What follows belongs to an exercise in optimizing a design on an open flow for small area, a short achievable clock period and few clock cycles per item; a production flow would make more cautious choices. Only simulation tests tie the RTL to the original design; equivalence was not proved. Power is estimated from default activity; no workload was simulated.

==> flow/design.v <==
module lc_bin_pairs #(
    parameter W = 12
) (
    input  wire [8*W-1:0] rd,
    output reg  [4*W-1:0] lo,
    output reg  [4*W-1:0] hi,
    output reg  [3:0]     sw
);
    function automatic lt;
        input [W-1:0] a, b;
        integer k;
        begin
            lt = 1'b0;
            for (k = 0; k < W; k = k + 1)
                lt = (~a[k] & b[k]) | (~(a[k] & ~b[k]) & lt);
        end
    endfunction
    reg [W-1:0] a, b;
    integer j;
    always @(*) begin
        for (j = 0; j < 4; j = j + 1) begin
            a = rd[W*(8-2*j)-1 -: W];
            b = rd[W*(7-2*j)-1 -: W];
            sw[3-j] = lt(b, a);
            lo[W*(4-j)-1 -: W] = sw[3-j] ? b : a;
            hi[W*(4-j)-1 -: W] = sw[3-j] ? a : b;
        end
    end
endmodule
module lc_binarizer #(
    parameter W = 12
) (
    input  wire [4*W-1:0] lo,
    input  wire [4*W-1:0] hi,
    input  wire [3:0]     sw,
    output reg  [7:0]     pat
);
    function automatic lt;
        input [W-1:0] a, b;
        integer k;
        begin
            lt = 1'b0;
            for (k = 0; k < W; k = k + 1)
                lt = (~a[k] & b[k]) | (~(a[k] & ~b[k]) & lt);
        end
    endfunction
    reg [W-1:0] l [0:3];
    reg [W-1:0] u [0:3];
    reg [W-1:0] l2 [0:1];
    reg [W-1:0] u2 [0:1];
    reg [W-1:0] mn, mx, h;
    reg [W:0]   s;
    reg         glo, ghi;
    integer j;
    always @(*) begin
        for (j = 0; j < 4; j = j + 1) begin
            l[j] = lo[W*(4-j)-1 -: W];
            u[j] = hi[W*(4-j)-1 -: W];
        end
        for (j = 0; j < 2; j = j + 1) begin
            l2[j] = lt(l[2*j], l[2*j+1]) ? l[2*j] : l[2*j+1];
            u2[j] = lt(u[2*j], u[2*j+1]) ? u[2*j+1] : u[2*j];
        end
        mn = lt(l2[0], l2[1]) ? l2[0] : l2[1];
        mx = lt(u2[0], u2[1]) ? u2[1] : u2[0];
        s = {1'b0, mn} + {1'b0, mx} + 1'b1;
        h = s[W:1];
        for (j = 0; j < 4; j = j + 1) begin
            glo = !lt(l[j], h);
            ghi = !lt(u[j], h);
            pat[7-2*j] = sw[3-j] ? ghi : glo;
            pat[6-2*j] = sw[3-j] ? glo : ghi;
        end
    end
endmodule
module lc_lut_rom (
    input  wire [7:0] pat,
    output reg  [7:0] pos
);
    always @(*) begin
        case (pat)
            8'h18: pos = 8'h00;
            8'h10: pos = 8'h02;
            8'h38: pos = 8'h02;
            8'h08: pos = 8'hFE;
            8'h1C: pos = 8'hFE;
            8'h30: pos = 8'h03;
            8'h0C: pos = 8'hFD;
            8'h20: pos = 8'h04;
            8'h70: pos = 8'h04;
            8'h04: pos = 8'hFC;
            8'h0E: pos = 8'hFC;
            8'h60: pos = 8'h05;
            8'hE0: pos = 8'h05;
            8'h06: pos = 8'hFB;
            8'h07: pos = 8'hFB;
            8'h40: pos = 8'h06;
            8'hF0: pos = 8'h06;
            8'h02: pos = 8'hFA;
            8'h0F: pos = 8'hFA;
            8'hC0: pos = 8'h07;
            8'h03: pos = 8'hF9;
            8'h80: pos = 8'h08;
            8'h01: pos = 8'hF8;
            default: pos = 8'h80;
        endcase
    end
endmodule
module lc_core (
    input  wire        clk,
    input  wire        rst,
    input  wire        cmd_valid,
    output wire        cmd_ready,
    input  wire [15:0] cmd_word,
    input  wire [95:0] cmd_rd,
    output reg         rsp_valid,
    output reg  [1:0]  rsp_status,
    output reg  [7:0]  rsp_pat,
    output reg  [7:0]  rsp_pos,
    output wire        acq_req,
    input  wire        acq_done,
    input  wire        acq_err,
    input  wire [95:0] acq_rd,
    output wire        busy,
    output wire [7:0]  last_pos
);
    localparam W = 12;
    localparam [2:0] OP_BIN = 3'd0, OP_LUT = 3'd1, OP_TRKP = 3'd2,
                     OP_TRKV = 3'd3, OP_TRKA = 3'd4;
    localparam [1:0] ST_OK = 2'b00, ST_ILLEGAL = 2'b01, ST_TRANSPORT = 2'b10;
    localparam [7:0] UNDEF = 8'h80;
    reg            busy_q;    
    reg            wait_q;    
    reg  [7:0]     last_q;
    reg  [4*W-1:0] cap_lo;    
    reg  [4*W-1:0] cap_hi;    
    reg  [3:0]     cap_sw;    
    reg  [7:0]     cap_pat;   
    reg  [1:0]     st_q;      
    reg            zero_q;    
    reg            word_q;    
    reg            lut_q;     
    reg            trk_q;     
    wire exec = busy_q && !wait_q;
    assign cmd_ready = !busy_q && !rst;
    assign busy      = busy_q;
    assign acq_req   = wait_q;
    assign last_pos  = last_q;
    wire [2:0] in_op    = cmd_word[10:8];
    wire       in_legal = (cmd_word[15:11] == 5'd0) && (in_op <= OP_TRKA);
    wire [7:0] bin_pat;
    lc_binarizer #(.W(W)) u_bin (.lo(cap_lo), .hi(cap_hi), .sw(cap_sw), .pat(bin_pat));
    wire [7:0] pat = word_q ? cap_pat : bin_pat;
    wire [7:0] lk_pos;
    lc_lut_rom u_rom (.pat(pat), .pos(lk_pos));
    wire [7:0] resolved = (lk_pos == UNDEF) ? last_q : lk_pos;
    always @(posedge clk) begin
        if (rst) begin
            busy_q     <= 1'b0;
            wait_q     <= 1'b0;
            last_q     <= 8'h00;
            rsp_valid  <= 1'b0;
            rsp_status <= ST_OK;
            rsp_pat    <= 8'h00;
            rsp_pos    <= UNDEF;
        end else begin
            rsp_valid <= exec;
            if (!busy_q) begin
                if (cmd_valid) begin
                    busy_q <= 1'b1;
                    wait_q <= in_legal && (in_op == OP_TRKA);
                end
            end else if (wait_q) begin
                if (acq_done)
                    wait_q <= 1'b0;
            end else begin
                busy_q     <= 1'b0;
                rsp_status <= st_q;
                rsp_pat    <= zero_q ? 8'h00 : pat;
                rsp_pos    <= trk_q ? resolved : (lut_q ? lk_pos : UNDEF);
                if (trk_q)
                    last_q <= resolved;
            end
        end
    end
    wire [4*W-1:0] in_lo, in_hi;
    wire [3:0]     in_sw;
    lc_bin_pairs #(.W(W)) u_pairs (.rd(wait_q ? acq_rd : cmd_rd),
                                   .lo(in_lo), .hi(in_hi), .sw(in_sw));
    always @(posedge clk) begin
        cap_lo  <= in_lo;
        cap_hi  <= in_hi;
        cap_sw  <= in_sw;
        cap_pat <= cmd_word[7:0];
    end
    always @(posedge clk) begin
        if (!exec) begin
            if (wait_q) begin
                st_q   <= acq_err ? ST_TRANSPORT : ST_OK;
                zero_q <= acq_err;
                word_q <= 1'b0;
                lut_q  <= 1'b0;
                trk_q  <= !acq_err;
            end else begin
                st_q   <= in_legal ? ST_OK : ST_ILLEGAL;
                zero_q <= !in_legal;
                word_q <= in_op == OP_LUT || in_op == OP_TRKP;
                lut_q  <= in_legal && (in_op == OP_LUT);
                trk_q  <= in_legal && (in_op == OP_TRKP || in_op == OP_TRKV || in_op == OP_TRKA);
            end
        end
    end
endmodule
make LEC_CHECK=0 ABC_AREA=1 CAP_MARGIN=20 CORE_MARGIN=2 CORE_UTILIZATION=40 SLEW_MARGIN=20 finish   # period 22.0 ns
run.sh (not shown) runs the stock make flow with config.mk's settings and CLKGATE_MAP_FILE= SYNTH_SCRIPT=/design/flow/synth_recipe.tcl, a recipe that flattens the netlist after the stock synthesis.
The first run finished with timing, DRC and antenna clean.
Testbench counts at the start, summed over its fixed seeds: cycles 22,201, commands 8,000.
Rerun with:
==> flow/flow/run.sh (new file) <==
#!/bin/bash
# The standard layout (standard.sh) with two changes to how it is made:
# the ports are buffered by the smallest buffer instead of buffer_ports'
# default delay cell, and repair_timing is asked for a setup margin so that
# it works on the slowest paths although the 22 ns clock leaves them slack.
# The SDC and the clock period are the standard flow's. The full make output goes to
# standard_flow.log; ORFS keeps each step's log in orfs/logs.
set -euo pipefail
bash standard.sh finish \
    "BUFFER_PORTS_ARGS=-buffer_cell sky130_fd_sc_hd__buf_1" \
    "SETUP_SLACK_MARGIN=12.8" > standard_flow.log 2>&1
==> flow/standard.sh (new file) <==
#!/bin/bash
# synth_recipe.tcl (not shown) runs the flow's synth.tcl, then flattens the netlist and writes it again
# the make line also repeats each setting of config.mk as NAME=value (left out here)
make -C /OpenROAD-flow-scripts/flow DESIGN_CONFIG=/design/flow/config.mk WORK_HOME=/design/flow/orfs CLKGATE_MAP_FILE= SYNTH_SCRIPT=/design/flow/synth_recipe.tcl "${@:-finish}"
- CORE_UTILIZATION: 40 -> 70
- CTS_BUF_LIST: unset -> sky130_fd_sc_hd__clkbuf_4 sky130_fd_sc_hd__clkbuf_8
removed: flow/run.sh
After rerunning: Core utilization goes up by 28 points; clock-buffer cell count goes down by 1; power goes down by 7.6%; setup slack is better by 1.1 ns; sequential power stays flat.

---

RTL: the design.v shown in full above, as it stands there.
clock: 22.0 ns
lec_check: 0
abc_area: 1
cap_margin: 20
core_margin: 2
core_utilization: 60
cts_buf_list: sky130_fd_sc_hd__clkbuf_4 sky130_fd_sc_hd__clkbuf_8
slew_margin: 20
standard.sh (not shown) runs the stock make flow with config.mk's settings and CLKGATE_MAP_FILE= SYNTH_SCRIPT=/design/flow/synth_recipe.tcl, a recipe that flattens the netlist after the stock synthesis.
==> flow/flow/run.sh <==
#!/bin/bash
# The standard layout (standard.sh), with the ports buffered by the
# smallest buffer instead of buffer_ports' default delay cell. The full make
# output goes to standard_flow.log; ORFS keeps each step's log in orfs/logs.
set -euo pipefail
bash standard.sh finish "BUFFER_PORTS_ARGS=-buffer_cell sky130_fd_sc_hd__buf_1" > standard_flow.log 2>&1
Testbench counts at the start, summed over its fixed seeds: cycles 22,201, commands 8,000.
==> next run, changes <==
==> flow/flow/run.sh (replaced) <==
#!/bin/bash
# The standard layout (standard.sh) with two changes to how it is made:
# the ports are buffered by the smallest buffer instead of buffer_ports'
# default delay cell, and repair_timing is asked for a setup margin so that
# it works on the slowest paths although the 22 ns clock leaves them slack.
# The SDC and the clock period are the standard flow's. The full make output goes to
# standard_flow.log; ORFS keeps each step's log in orfs/logs.
set -euo pipefail
bash standard.sh finish \
    "BUFFER_PORTS_ARGS=-buffer_cell sky130_fd_sc_hd__buf_1" \
    "SETUP_SLACK_MARGIN=12.8" > standard_flow.log 2>&1
Settings changed: CORE_UTILIZATION 60 to 80, CTS_BUF_LIST sky130_fd_sc_hd__clkbuf_4 sky130_fd_sc_hd__clkbuf_8 to sky130_fd_sc_hd__clkbuf_4.
What happened: The changed run ended with an error in global placement; synthesized area is unchanged; synthesized cell count does not change.
==> next run, changes <==
Settings changed: CORE_UTILIZATION 80 to 70, CTS_BUF_LIST sky130_fd_sc_hd__clkbuf_4 to sky130_fd_sc_hd__clkbuf_4 sky130_fd_sc_hd__clkbuf_8, CTS_CLUSTER_DIAMETER from default to 100, CTS_CLUSTER_SIZE from default to 30.
Result: With this change the flow finished clean. Area after synthesis is unchanged. Synthesized cell count is unchanged.

[static timing again, ports no longer ideal]
Ports are ideal in the flow. The routed layouts listed here were re-timed in OpenROAD.
Step 1 sets driving cells, clkbuf_16 on the clock port and buf_2 on the other inputs (assumed; they add their load-dependent delay and slew).
Step 2 times the ports against the registers' clock, not the clock port: input delays grow and output delays shrink by t, the midpoint of the rising clock arrivals with the driver on.
Slacks: ideal ports / drivers / drivers and shift; pairs: ideal ports / drivers.
run | shift t [ns] | setup WS [ns] | worst slew at a driven data input, ns | pins driven straight from the clock port
the first run of note 1 | 0.481 | 11.687 / 11.665 / 11.665 | 0.07 | 1
the second run of note 1 | 0.491 | 12.822 / 12.789 / 12.789 | 0.08 | 1
the first run of note 2 | 0.489 | 12.375 / 12.348 / 12.348 | 0.07 | 1
the third run of note 2 | 0.491 | 12.822 / 12.789 / 12.789 | 0.08 | 1
After both steps setup and hold are still met in every run listed.
